This is an optimization exercise on Yosys and OpenROAD, whose aim is small area, not a production implementation. Only simulation tests tie the RTL to the original design; equivalence was not proved. The flow treats the clock pin as an ideal source. Dropping or thinning the clock tree relies on that and would not hold on a real chip. Power and IR drop assume default switching activity.

==> run M <==
Design owc, start of the top module:
module owc (
    input  wire        clk,
    input  wire        rst_n,
    input  wire        host_req,
    input  wire        host_we,
    input  wire [6:0]  host_addr,
    input  wire [1:0]  host_size,
    input  wire [31:0] host_wdata,
    output reg  [31:0] host_rdata,
    output wire        host_err,
    output reg         ow_oe,
    input  wire        ow_in,
    output wire        irq
);
    localparam [2:0] RC_OK = 3'd0, RC_DNF = 3'd1, RC_BADPARAM = 3'd2,
                     RC_OPERR = 3'd3, RC_ILLEGAL = 3'd4;
    reg [15:0] cmd_q;           
    reg        cmd_v;
    reg        busy;
    reg        done;
    reg [2:0]  result;
    reg        present;
    reg        ready;
    reg        ovr;
    reg        ie;
    reg [7:0]  rxdata;          
    reg        rx_v;
    reg [71:0] dsr;             
    reg [12:0] traw;            
    reg [9:0]  volt;
    reg [10:0] curr;
    reg [7:0]  cap;
    reg        temp_v, volt_v, curr_v, cap_v;
    reg [4:0]  step;
    reg        phase;           
    wire [7:0] op  = cmd_q[15:8];
    wire [7:0] arg = cmd_q[7:0];
    wire op01 = (op == 8'h01);
    wire raw  = (op[7:3] == 5'd0) && (op[2:0] >= 3'd2) && (op[2:0] <= 3'd5);
    wire rawr = raw && op[0];                      
  ...
==> flow/config.mk <==
export PLATFORM = sky130hd
export DESIGN_NAME = owc
export DESIGN_NICKNAME = owc
export VERILOG_FILES = /design/flow/design.v
export SDC_FILE = /design/flow/constraint.sdc
export NUM_CORES = 4
export LEC_CHECK = 0
export CAP_MARGIN = 20
export CORE_MARGIN = 2
export CORE_UTILIZATION = 40
export SLEW_MARGIN = 20
==> flow/constraint.sdc <==
create_clock -name core_clock -period 125.0 [get_ports {clk}]
set_input_delay 25.0000 -clock core_clock [delete_from_list [all_inputs] [get_ports {clk}]]
set_output_delay 25.0000 -clock core_clock [all_outputs]
set_load 0.01 [all_outputs]
standard.sh (not shown) runs the stock make flow with config.mk's settings and CLKGATE_MAP_FILE= SYNTH_SCRIPT=/design/flow/synth_recipe.tcl, a recipe that flattens the netlist after the stock synthesis.
==> flow/flow/run.sh <==
#!/bin/bash
# Own layout flow: the standard ORFS flow (standard.sh) with these changes.
#  1. Synthesis maps the logic with an area-oriented ABC script (abc_area.script
#     here, used through a copy of the ORFS scripts folder) and buffers
#     pass-through outputs with the smallest buffer, without the adder cell
#     mapping (ADDER_MAP_FILE empty); everything else about
#     synthesis (synth_recipe.tcl, flatten, renaming) is the standard one.
#  2. Port buffers use the smallest buffer cell.
#  3. Clock tree synthesis uses clkbuf_8 and no dummy loads.
# Each step's full output goes to a log file in this folder.
set -euo pipefail
W=$PWD
rm -rf "$W/scripts_area"
cp -r "$FLOW_HOME/scripts" "$W/scripts_area"
cp "$W/flow/abc_area.script" "$W/scripts_area/abc_area.script"

bash standard.sh synth SCRIPTS_DIR="$W/scripts_area" ABC_AREA=1 \
  MIN_BUF_CELL_AND_PORTS="sky130_fd_sc_hd__buf_1 A X" ADDER_MAP_FILE= > "$W/synth.log" 2>&1

bash standard.sh finish \
  BUFFER_PORTS_ARGS="-buffer_cell sky130_fd_sc_hd__buf_1" \
  CTS_ARGS="-sink_clustering_enable -repair_clock_nets -dont_use_dummy_load -buf_list sky130_fd_sc_hd__clkbuf_8" \
  > "$W/layout.log" 2>&1
==> flow/flow/abc_area.script <==
strash
balance -l
resub -K 6 -l
rewrite -l
resub -K 6 -N 2 -l
refactor -l
resub -K 8 -l
balance -l
resub -K 8 -N 2 -l
rewrite -l
resub -K 10 -l
rewrite -z -l
resub -K 10 -N 2 -l
balance -l
resub -K 12 -l
refactor -z -l
resub -K 12 -N 2 -l
rewrite -z -l
balance -l
balance -l
resub -K 6 -l
rewrite -l
resub -K 6 -N 2 -l
refactor -l
resub -K 8 -l
balance -l
resub -K 8 -N 2 -l
rewrite -l
resub -K 10 -l
rewrite -z -l
resub -K 10 -N 2 -l
balance -l
resub -K 12 -l
refactor -z -l
resub -K 12 -N 2 -l
rewrite -z -l
balance -l
&get -n
&dch -f
&nf -p -F 8 -R 1000 -E 50
&put
==> run R: changes against run M <==
--- a/flow/design.v
+++ b/flow/design.v
@@ -206,14 +206,15 @@
     wire [2:0] fin_code = fin_bad ? bad_code :
                           rst_fail ? ((mut && phase) ? RC_OPERR : RC_DNF) : RC_OK;
     wire start  = at_ss && !a_end && !bad_op;
     wire byte_end = busy && end_ev && !a_rst && ((bitn == 3'd7) || rbit);
     wire step_inc = (busy && end_ev && a_rst && !rst_fail) || byte_end;
-    wire wr_temp = (fin_ok && (op == 8'h25)) || (fin_bad && (op == 8'h40));
-    wire wr_volt = (fin_ok && (op == 8'h24)) || (fin_bad && (op == 8'h41));
-    wire wr_curr = (fin_ok && (op == 8'h26)) || (fin_bad && (op == 8'h42));
-    wire wr_cap  = (fin_ok && (op == 8'h27)) || (fin_bad && (op == 8'h43));
+    wire wr_temp = busy && ((op == 8'h25) || (op == 8'h40));
+    wire wr_volt = busy && ((op == 8'h24) || (op == 8'h41));
+    wire wr_curr = busy && ((op == 8'h26) || (op == 8'h42));
+    wire wr_cap  = busy && ((op == 8'h27) || (op == 8'h43));
+    wire wr_rdy  = busy && (op >= 8'h22) && (op <= 8'h25);
     wire [9:0]  cm = {dsr[49:48], dsr[47:40]};
     wire        cneg = (dsr[55:50] != 6'd0);
     wire sh_rd = busy && samp_ev && a_r && f_read;
     wire sh_wr = busy && end_ev && a_w && f_write && (step >= 5'd4) && (step <= 5'd12);
     wire [1:0] mpos = op[2:1];
@@ -270,11 +271,11 @@
                     2'd0: dsr[0] <= mval;
                     2'd1: dsr[1] <= mval;
                     default: dsr[3] <= mval;
                 endcase
             end
-            if (fin_ok && (op2x && (op[2:1] == 2'b01 || op[2:1] == 2'b10)))
+            if (wr_rdy)
                 ready <= ~busy_bit;
             if (wr_temp) temp_v <= 1'b1;
             if (wr_volt) volt_v <= 1'b1;
             if (wr_curr) curr_v <= 1'b1;
             if (wr_cap)  cap_v  <= 1'b1;
==> flow/flow/run.sh (replaced) <==
#!/bin/bash
# Own layout flow: the standard ORFS flow (standard.sh) with these changes.
#  1. Synthesis maps the logic with area-oriented ABC scripts (abc_*.script
#     here, used through copies of the ORFS scripts folder). Each script is
#     tried in a scratch synthesis, and the one giving the smallest cell area
#     is used for the real synthesis. Pass-through outputs are buffered with
#     the smallest buffer and the adder cell mapping is off (ADDER_MAP_FILE
#     empty); everything else about synthesis (synth_recipe.tcl, flatten,
#     renaming) is the standard one.
#  2. Port buffers use the smallest buffer cell.
#  3. Clock tree synthesis uses clkbuf_8 and no dummy loads.
# Each step's full output goes to a log file in this folder.
set -euo pipefail
W=$PWD
SYN=(ABC_AREA=1 MIN_BUF_CELL_AND_PORTS="sky130_fd_sc_hd__buf_1 A X" ADDER_MAP_FILE=)

mkdir -p "$W/tries"
for s in "$W"/flow/abc_*.script; do
  n=$(basename "$s" .script)
  rm -rf "$W/tries/$n"; mkdir -p "$W/tries/$n"
  cp -r "$FLOW_HOME/scripts" "$W/tries/$n/scripts"
  cp "$s" "$W/tries/$n/scripts/abc_area.script"
done
for s in "$W"/flow/abc_*.script; do
  n=$(basename "$s" .script)
  ( bash standard.sh synth SCRIPTS_DIR="$W/tries/$n/scripts" WORK_HOME="$W/tries/$n/orfs" \
      "${SYN[@]}" > "$W/tries/$n/synth.log" 2>&1 || true ) &
  while [ "$(jobs -r | wc -l)" -ge 4 ]; do sleep 1; done
done
wait
best=""; best_a=""
for s in "$W"/flow/abc_*.script; do
  n=$(basename "$s" .script)
  f="$W/tries/$n/orfs/reports/sky130hd/owc/base/synth_stat.txt"
  [ -f "$f" ] || continue
  a=$(awk '/Chip area for module/ {print $NF}' "$f")
  echo "$n $a" >> "$W/tries/areas.txt"
  if [ -z "$best" ] || awk -v a="$a" -v b="$best_a" 'BEGIN {exit !(a < b)}'; then best=$n; best_a=$a; fi
done
echo "best: $best $best_a" >> "$W/tries/areas.txt"

rm -rf "$W/scripts_area"
cp -r "$FLOW_HOME/scripts" "$W/scripts_area"
cp "$W/flow/$best.script" "$W/scripts_area/abc_area.script"

bash standard.sh synth SCRIPTS_DIR="$W/scripts_area" "${SYN[@]}" > "$W/synth.log" 2>&1

bash standard.sh finish \
  BUFFER_PORTS_ARGS="-buffer_cell sky130_fd_sc_hd__buf_1" \
  CTS_ARGS="-sink_clustering_enable -repair_clock_nets -dont_use_dummy_load -buf_list sky130_fd_sc_hd__clkbuf_8" \
  > "$W/layout.log" 2>&1
==> flow/flow/abc_m5.script (new file) <==
strash
dc2
balance -l
resub -K 6 -l
rewrite -l
resub -K 6 -N 2 -l
refactor -l
resub -K 8 -l
balance -l
resub -K 8 -N 2 -l
rewrite -l
resub -K 10 -l
rewrite -z -l
resub -K 10 -N 2 -l
balance -l
resub -K 12 -l
refactor -z -l
resub -K 12 -N 2 -l
rewrite -z -l
balance -l
balance -l
resub -K 6 -l
rewrite -l
resub -K 6 -N 2 -l
refactor -l
resub -K 8 -l
balance -l
resub -K 8 -N 2 -l
rewrite -l
resub -K 10 -l
rewrite -z -l
resub -K 10 -N 2 -l
balance -l
resub -K 12 -l
refactor -z -l
resub -K 12 -N 2 -l
rewrite -z -l
balance -l
&get -n
&dch -f
&nf -p -F 16 -A 8 -R 1000 -C 32 -E 50
&put
==> flow/flow/abc_m6.script (new file) <==
strash
balance -l
resub -K 6 -l
rewrite -l
resub -K 6 -N 2 -l
refactor -l
resub -K 8 -l
balance -l
resub -K 8 -N 2 -l
rewrite -l
resub -K 10 -l
rewrite -z -l
resub -K 10 -N 2 -l
balance -l
resub -K 12 -l
refactor -z -l
resub -K 12 -N 2 -l
rewrite -z -l
balance -l
balance -l
resub -K 6 -l
rewrite -l
resub -K 6 -N 2 -l
refactor -l
resub -K 8 -l
balance -l
resub -K 8 -N 2 -l
rewrite -l
resub -K 10 -l
rewrite -z -l
resub -K 10 -N 2 -l
balance -l
resub -K 12 -l
refactor -z -l
resub -K 12 -N 2 -l
rewrite -z -l
balance -l
&get -n
&dch
&nf -p -F 16 -A 8 -R 1000 -C 32
&put
==> flow/flow/abc_n3.script (new file) <==
strash
balance -l
resub -K 6 -l
rewrite -l
resub -K 6 -N 2 -l
refactor -l
resub -K 8 -l
balance -l
resub -K 8 -N 2 -l
rewrite -l
resub -K 10 -l
rewrite -z -l
resub -K 10 -N 2 -l
balance -l
resub -K 12 -l
refactor -z -l
resub -K 12 -N 2 -l
rewrite -z -l
balance -l
balance -l
resub -K 6 -l
rewrite -l
resub -K 6 -N 2 -l
refactor -l
resub -K 8 -l
balance -l
resub -K 8 -N 2 -l
rewrite -l
resub -K 10 -l
rewrite -z -l
resub -K 10 -N 2 -l
balance -l
resub -K 12 -l
refactor -z -l
resub -K 12 -N 2 -l
rewrite -z -l
balance -l
&get -n
&dch -f
&nf -p -F 16 -A 8 -R 1000 -C 32
&put
==> flow/flow/abc_n4.script (new file) <==
strash
balance -l
resub -K 6 -l
rewrite -l
resub -K 6 -N 2 -l
refactor -l
resub -K 8 -l
balance -l
resub -K 8 -N 2 -l
rewrite -l
resub -K 10 -l
rewrite -z -l
resub -K 10 -N 2 -l
balance -l
resub -K 12 -l
refactor -z -l
resub -K 12 -N 2 -l
rewrite -z -l
balance -l
balance -l
resub -K 6 -l
rewrite -l
resub -K 6 -N 2 -l
refactor -l
resub -K 8 -l
balance -l
resub -K 8 -N 2 -l
rewrite -l
resub -K 10 -l
rewrite -z -l
resub -K 10 -N 2 -l
balance -l
resub -K 12 -l
refactor -z -l
resub -K 12 -N 2 -l
rewrite -z -l
balance -l
&get -n
&dch -f
&nf -p -F 8 -R 1000 -E 50
&put
==> flow/flow/abc_n7.script (new file) <==
strash
dc2
balance -l
resub -K 6 -l
rewrite -l
resub -K 6 -N 2 -l
refactor -l
resub -K 8 -l
balance -l
resub -K 8 -N 2 -l
rewrite -l
resub -K 10 -l
rewrite -z -l
resub -K 10 -N 2 -l
balance -l
resub -K 12 -l
refactor -z -l
resub -K 12 -N 2 -l
rewrite -z -l
balance -l
balance -l
resub -K 6 -l
rewrite -l
resub -K 6 -N 2 -l
refactor -l
resub -K 8 -l
balance -l
resub -K 8 -N 2 -l
rewrite -l
resub -K 10 -l
rewrite -z -l
resub -K 10 -N 2 -l
balance -l
resub -K 12 -l
refactor -z -l
resub -K 12 -N 2 -l
rewrite -z -l
balance -l
&get -n
&dch -f
&nf -p -F 8 -R 1000 -L 8
&put
==> flow/flow/abc_n8.script (new file) <==
strash
balance -l
resub -K 6 -l
rewrite -l
resub -K 6 -N 2 -l
refactor -l
resub -K 8 -l
balance -l
resub -K 8 -N 2 -l
rewrite -l
resub -K 10 -l
rewrite -z -l
resub -K 10 -N 2 -l
balance -l
resub -K 12 -l
refactor -z -l
resub -K 12 -N 2 -l
rewrite -z -l
balance -l
balance -l
resub -K 6 -l
rewrite -l
resub -K 6 -N 2 -l
refactor -l
resub -K 8 -l
balance -l
resub -K 8 -N 2 -l
rewrite -l
resub -K 10 -l
rewrite -z -l
resub -K 10 -N 2 -l
balance -l
resub -K 12 -l
refactor -z -l
resub -K 12 -N 2 -l
rewrite -z -l
balance -l
&get -n
&dch -f
&nf -p -F 8 -R 1000 -k
&put
--- a/flow/config.mk
+++ b/flow/config.mk
@@ -5,7 +5,8 @@
 export SDC_FILE = /design/flow/constraint.sdc
 export NUM_CORES = 4
 export LEC_CHECK = 0
 export CAP_MARGIN = 20
 export CORE_MARGIN = 2
-export CORE_UTILIZATION = 40
+export CORE_UTILIZATION = 65
+export PLACE_DENSITY = 0.75
 export SLEW_MARGIN = 20
removed: flow/flow/abc_area.script
==> notes <==
In run M the via count is smaller than in run R, by 4.4%. Of run M and run R, run M has the higher synthesized cell count (gap about 2%, measured against run R). Of run M and run R, run M has the higher clock power (gap about 4%, measured against run R). Between run R and run M, the lower die area is in run R (gap 39%, measured against run M). In run R the register-to-register slack is better than in run M, by 270 ps. Count of clock-buffer cells in the layout is the same in run R and run M. In run M the core utilization is lower than in run R, by 28 points. Between run R and run M, the lower sequential share of layout area is in run M (gap 1.4 points).

========
==> inputs of build 46 <==
RTL: one of the versions met above, not the one the previous note started from.
==> flow/config.mk <==
export PLATFORM = sky130hd
export DESIGN_NAME = owc
export DESIGN_NICKNAME = owc
export VERILOG_FILES = /design/flow/design.v
export SDC_FILE = /design/flow/constraint.sdc
export NUM_CORES = 4
export LEC_CHECK = 0
export CAP_MARGIN = 5
export CORE_MARGIN = 2
export CORE_UTILIZATION = 65
export PLACE_DENSITY = 0.75
export SLEW_MARGIN = 5
==> flow/constraint.sdc <==
create_clock -name core_clock -period 125.0 [get_ports {clk}]
set_input_delay 25.0000 -clock core_clock [delete_from_list [all_inputs] [get_ports {clk}]]
set_output_delay 25.0000 -clock core_clock [all_outputs]
set_load 0.01 [all_outputs]
==> flow/flow/run.sh <==
#!/bin/bash
# Own layout flow: the standard ORFS flow (standard.sh) with these changes.
#  1. Synthesis maps the logic with area-oriented ABC scripts (abc_*.script
#     here, used through copies of the ORFS scripts folder). Each script is
#     tried in a scratch synthesis, and the one giving the smallest cell area
#     is used for the real synthesis. Pass-through outputs are buffered with
#     the smallest buffer and the adder cell mapping is off (ADDER_MAP_FILE
#     empty); everything else about synthesis (synth_recipe.tcl, flatten,
#     renaming) is the standard one.
#  2. Port buffers use the smallest buffer cell.
#  3. Clock tree synthesis is a simple two-level tree (cts.tcl here, a copy of
#     the ORFS step with clock_tree_synthesis replaced): the clock port drives
#     two clkbuf_8, which drive one clkbuf_8 per balanced region of at most 17
#     flip-flops. The rest of the CTS step (legalisation, timing repair) is
#     unchanged.
# Each step's full output goes to a log file in this folder.
set -euo pipefail
W=$PWD
SYN=(ABC_AREA=1 MIN_BUF_CELL_AND_PORTS="sky130_fd_sc_hd__buf_1 A X" ADDER_MAP_FILE=)

mkdir -p "$W/tries"
for s in "$W"/flow/abc_*.script; do
  n=$(basename "$s" .script)
  rm -rf "$W/tries/$n"; mkdir -p "$W/tries/$n"
  cp -r "$FLOW_HOME/scripts" "$W/tries/$n/scripts"
  cp "$s" "$W/tries/$n/scripts/abc_area.script"
done
for s in "$W"/flow/abc_*.script; do
  n=$(basename "$s" .script)
  ( bash standard.sh synth SCRIPTS_DIR="$W/tries/$n/scripts" WORK_HOME="$W/tries/$n/orfs" \
      "${SYN[@]}" > "$W/tries/$n/synth.log" 2>&1 || true ) &
  while [ "$(jobs -r | wc -l)" -ge 4 ]; do sleep 1; done
done
wait
best=""; best_a=""
for s in "$W"/flow/abc_*.script; do
  n=$(basename "$s" .script)
  f="$W/tries/$n/orfs/reports/sky130hd/owc/base/synth_stat.txt"
  [ -f "$f" ] || continue
  a=$(awk '/Chip area for module/ {print $NF}' "$f")
  echo "$n $a" >> "$W/tries/areas.txt"
  if [ -z "$best" ] || awk -v a="$a" -v b="$best_a" 'BEGIN {exit !(a < b)}'; then best=$n; best_a=$a; fi
done
echo "best: $best $best_a" >> "$W/tries/areas.txt"

rm -rf "$W/scripts_area"
cp -r "$FLOW_HOME/scripts" "$W/scripts_area"
cp "$W/flow/$best.script" "$W/scripts_area/abc_area.script"
cp "$W/flow/cts.tcl" "$W/scripts_area/cts.tcl"

bash standard.sh synth SCRIPTS_DIR="$W/scripts_area" "${SYN[@]}" > "$W/synth.log" 2>&1

bash standard.sh finish SCRIPTS_DIR="$W/scripts_area" \
  BUFFER_PORTS_ARGS="-buffer_cell sky130_fd_sc_hd__buf_1" \
  MYCTS_ROOTS=2 MYCTS_ROOT_BUF=sky130_fd_sc_hd__clkbuf_8 \
  MYCTS_LEAF_BUF=sky130_fd_sc_hd__clkbuf_8 MYCTS_SINKS_PER_LEAF=17 \
  > "$W/layout.log" 2>&1
==> flow/flow/abc_n7.script <==
strash
dc2
balance -l
resub -K 6 -l
rewrite -l
resub -K 6 -N 2 -l
refactor -l
resub -K 8 -l
balance -l
resub -K 8 -N 2 -l
rewrite -l
resub -K 10 -l
rewrite -z -l
resub -K 10 -N 2 -l
balance -l
resub -K 12 -l
refactor -z -l
resub -K 12 -N 2 -l
rewrite -z -l
balance -l
balance -l
resub -K 6 -l
rewrite -l
resub -K 6 -N 2 -l
refactor -l
resub -K 8 -l
balance -l
resub -K 8 -N 2 -l
rewrite -l
resub -K 10 -l
rewrite -z -l
resub -K 10 -N 2 -l
balance -l
resub -K 12 -l
refactor -z -l
resub -K 12 -N 2 -l
rewrite -z -l
balance -l
&get -n
&dch -f
&nf -p -F 8 -R 1000 -L 8
&put
==> flow/flow/abc_n8.script <==
strash
balance -l
resub -K 6 -l
rewrite -l
resub -K 6 -N 2 -l
refactor -l
resub -K 8 -l
balance -l
resub -K 8 -N 2 -l
rewrite -l
resub -K 10 -l
rewrite -z -l
resub -K 10 -N 2 -l
balance -l
resub -K 12 -l
refactor -z -l
resub -K 12 -N 2 -l
rewrite -z -l
balance -l
balance -l
resub -K 6 -l
rewrite -l
resub -K 6 -N 2 -l
refactor -l
resub -K 8 -l
balance -l
resub -K 8 -N 2 -l
rewrite -l
resub -K 10 -l
rewrite -z -l
resub -K 10 -N 2 -l
balance -l
resub -K 12 -l
refactor -z -l
resub -K 12 -N 2 -l
rewrite -z -l
balance -l
&get -n
&dch -f
&nf -p -F 8 -R 1000 -k
&put
Other scripts of this flow, unchanged in this note and not shown: flow/flow/abc_m5.script, flow/flow/abc_m6.script, flow/flow/abc_n3.script, flow/flow/abc_n4.script, flow/flow/cts.tcl
==> build 87: changes against build 46 <==
--- a/flow/design.v
+++ b/flow/design.v
@@ -215,12 +215,13 @@
     wire wr_rdy  = busy && (op >= 8'h22) && (op <= 8'h25);
     wire [9:0]  cm = {dsr[49:48], dsr[47:40]};
     wire        cneg = (dsr[55:50] != 6'd0);
     wire sh_rd = busy && samp_ev && a_r && f_read;
     wire sh_wr = busy && end_ev && a_w && f_write && (step >= 5'd4) && (step <= 5'd12);
-    wire [1:0] mpos = op[2:1];
+    wire [2:0] mbit = op[2] ? 3'd3 : {2'd0, op[1]};
     wire       mval = op[2] ? arg[0] : ~op[0];
+    wire       rd_in = (mut && !phase && (step == 5'd8) && (bitn == mbit)) ? mval : ow_in;
     integer k;
     always @(posedge clk or negedge rst_n) begin
         if (!rst_n) begin
             cmd_v   <= 1'b0;
             busy    <= 1'b0;
@@ -261,20 +262,13 @@
             if (busy && samp_ev && a_rst)
                 present <= ~ow_in;
             if (busy && samp_ev && a_r && raw)
                 rx_v <= 1'b1;
             if (sh_rd)
-                dsr <= {ow_in, dsr[71:1]};
+                dsr <= {rd_in, dsr[71:1]};
             if (sh_wr)
                 dsr <= {dsr[0], dsr[71:1]};
-            if (to_wr) begin
-                case (mpos)
-                    2'd0: dsr[0] <= mval;
-                    2'd1: dsr[1] <= mval;
-                    default: dsr[3] <= mval;
-                endcase
-            end
             if (wr_rdy)
                 ready <= ~busy_bit;
             if (wr_temp) temp_v <= 1'b1;
             if (wr_volt) volt_v <= 1'b1;
             if (wr_curr) curr_v <= 1'b1;
--- a/flow/flow/run.sh
+++ b/flow/flow/run.sh
@@ -5,11 +5,13 @@
 #     tried in a scratch synthesis, and the one giving the smallest cell area
 #     is used for the real synthesis. Pass-through outputs are buffered with
 #     the smallest buffer and the adder cell mapping is off (ADDER_MAP_FILE
 #     empty); everything else about synthesis (synth_recipe.tcl, flatten,
 #     renaming) is the standard one.
-#  2. Port buffers use the smallest buffer cell.
+#  2. Port buffers use the smallest buffer cell. The floorplan removes the
+#     buffers synthesis put between outputs that carry the same signal
+#     (REMOVE_ABC_BUFFERS), since each output port gets its own buffer anyway.
 #  3. Clock tree synthesis is a simple two-level tree (cts.tcl here, a copy of
 #     the ORFS step with clock_tree_synthesis replaced): the clock port drives
 #     two clkbuf_8, which drive one clkbuf_8 per balanced region of at most 17
 #     flip-flops. The rest of the CTS step (legalisation, timing repair) is
 #     unchanged.
@@ -48,10 +50,10 @@
 cp "$W/flow/$best.script" "$W/scripts_area/abc_area.script"
 cp "$W/flow/cts.tcl" "$W/scripts_area/cts.tcl"
 
 bash standard.sh synth SCRIPTS_DIR="$W/scripts_area" "${SYN[@]}" > "$W/synth.log" 2>&1
 
-bash standard.sh finish SCRIPTS_DIR="$W/scripts_area" \
+bash standard.sh finish SCRIPTS_DIR="$W/scripts_area" REMOVE_ABC_BUFFERS=1 \
   BUFFER_PORTS_ARGS="-buffer_cell sky130_fd_sc_hd__buf_1" \
   MYCTS_ROOTS=2 MYCTS_ROOT_BUF=sky130_fd_sc_hd__clkbuf_8 \
   MYCTS_LEAF_BUF=sky130_fd_sc_hd__clkbuf_8 MYCTS_SINKS_PER_LEAF=17 \
   > "$W/layout.log" 2>&1
==> flow/flow/abc_p3.script (new file) <==
strash
balance -l
resub -K 6 -l
rewrite -l
resub -K 6 -N 2 -l
refactor -l
resub -K 8 -l
balance -l
resub -K 8 -N 2 -l
rewrite -l
resub -K 10 -l
rewrite -z -l
resub -K 10 -N 2 -l
balance -l
resub -K 12 -l
refactor -z -l
resub -K 12 -N 2 -l
rewrite -z -l
balance -l
balance -l
resub -K 6 -l
rewrite -l
resub -K 6 -N 2 -l
refactor -l
resub -K 8 -l
balance -l
resub -K 8 -N 2 -l
rewrite -l
resub -K 10 -l
rewrite -z -l
resub -K 10 -N 2 -l
balance -l
resub -K 12 -l
refactor -z -l
resub -K 12 -N 2 -l
rewrite -z -l
balance -l
&get -n
&dch
&nf -p -F 8 -R 1000
&put
==> flow/flow/abc_p6.script (new file) <==
strash
balance -l
resub -K 6 -l
rewrite -l
resub -K 6 -N 2 -l
refactor -l
resub -K 8 -l
balance -l
resub -K 8 -N 2 -l
rewrite -l
resub -K 10 -l
rewrite -z -l
resub -K 10 -N 2 -l
balance -l
resub -K 12 -l
refactor -z -l
resub -K 12 -N 2 -l
rewrite -z -l
balance -l
balance -l
resub -K 6 -l
rewrite -l
resub -K 6 -N 2 -l
refactor -l
resub -K 8 -l
balance -l
resub -K 8 -N 2 -l
rewrite -l
resub -K 10 -l
rewrite -z -l
resub -K 10 -N 2 -l
balance -l
resub -K 12 -l
refactor -z -l
resub -K 12 -N 2 -l
rewrite -z -l
balance -l
&get -n
&dch
&nf -p -F 16 -A 8 -R 1000 -C 32 -E 50
&put
- GPL_TIMING_DRIVEN: not set -> 0
removed: flow/flow/abc_n7.script
removed: flow/flow/abc_n8.script
==> metrics.md <==
| Metric | Value |
|---|---|
| Status | `finished clean` |
| Register area share after synthesis | `0.546` |
| Largest net degree at the start of global routing | `82` |
| Met3 GRT Util | `0.0467` |
| Met2 Usage GRT | `0.656` |
| XOR/XNOR Fraction of Synth Area | `0.0209` |
| Layout area overhead | `8.27%` |
the above is filed under build 46

==> metrics.md <==
| Metric | Value |
|---|---|
| Largest net degree at the start of global routing | `42` |
| WHS Endpoint | `cmd_v$_DFFE_PN0P_` |
| Initial antenna violation count | `0` |
| RSZ-0062 raised after global routing | `no` |
| Status | `finished clean` |
| XOR/XNOR Fraction of Synth Area | `0.0220` |
| Register area share after synthesis | `0.547` |
| Layout area overhead | `8.53%` |
the above is filed under build 87

In every run of this note, the design's own scripts or RTL, not TritonCTS, make the clock network.

## port drivers added, routing unchanged
The flow's constraints put no driver on any port. The routed layouts listed below were extracted and timed again, unchanged, in two steps. Step 1 (the two cells are an assumption about what drives the block):
set clk [get_ports {clk}]
set_driving_cell -lib_cell sky130_fd_sc_hd__clkbuf_16 $clk
set_driving_cell -lib_cell sky130_fd_sc_hd__buf_2 [delete_from_list [all_inputs] $clk]
Step 2 times the ports against the registers' clock, not the clock port: input delays grow and output delays shrink by t, the midpoint of the rising clock arrivals with the driver on. Three values: no drivers, after step 1, after step 2; two values: the first two.
run	t (ns)	setup WS [ns]	clock arrival spread, ns	slew at the worst register clock pin (ns)	cell pins on the clock port's net
run M	0.499	72.511 / 72.486 / 72.486	0.036 / 0.036	0.10 / 0.10	1
run R	0.504	71.990 / 71.966 / 71.966	0.032 / 0.032	0.09 / 0.09	1
build 46	0.396	71.738 / 71.711 / 71.711	0.034 / 0.034	0.10 / 0.10	2
build 87	0.391	72.345 / 72.324 / 72.324	0.037 / 0.036	0.10 / 0.10	2
After both steps every run listed still meets setup and hold. The setup slack of build 46, which loses most, moves by -0.027 ns with the drivers and by -0.027 ns with both steps.
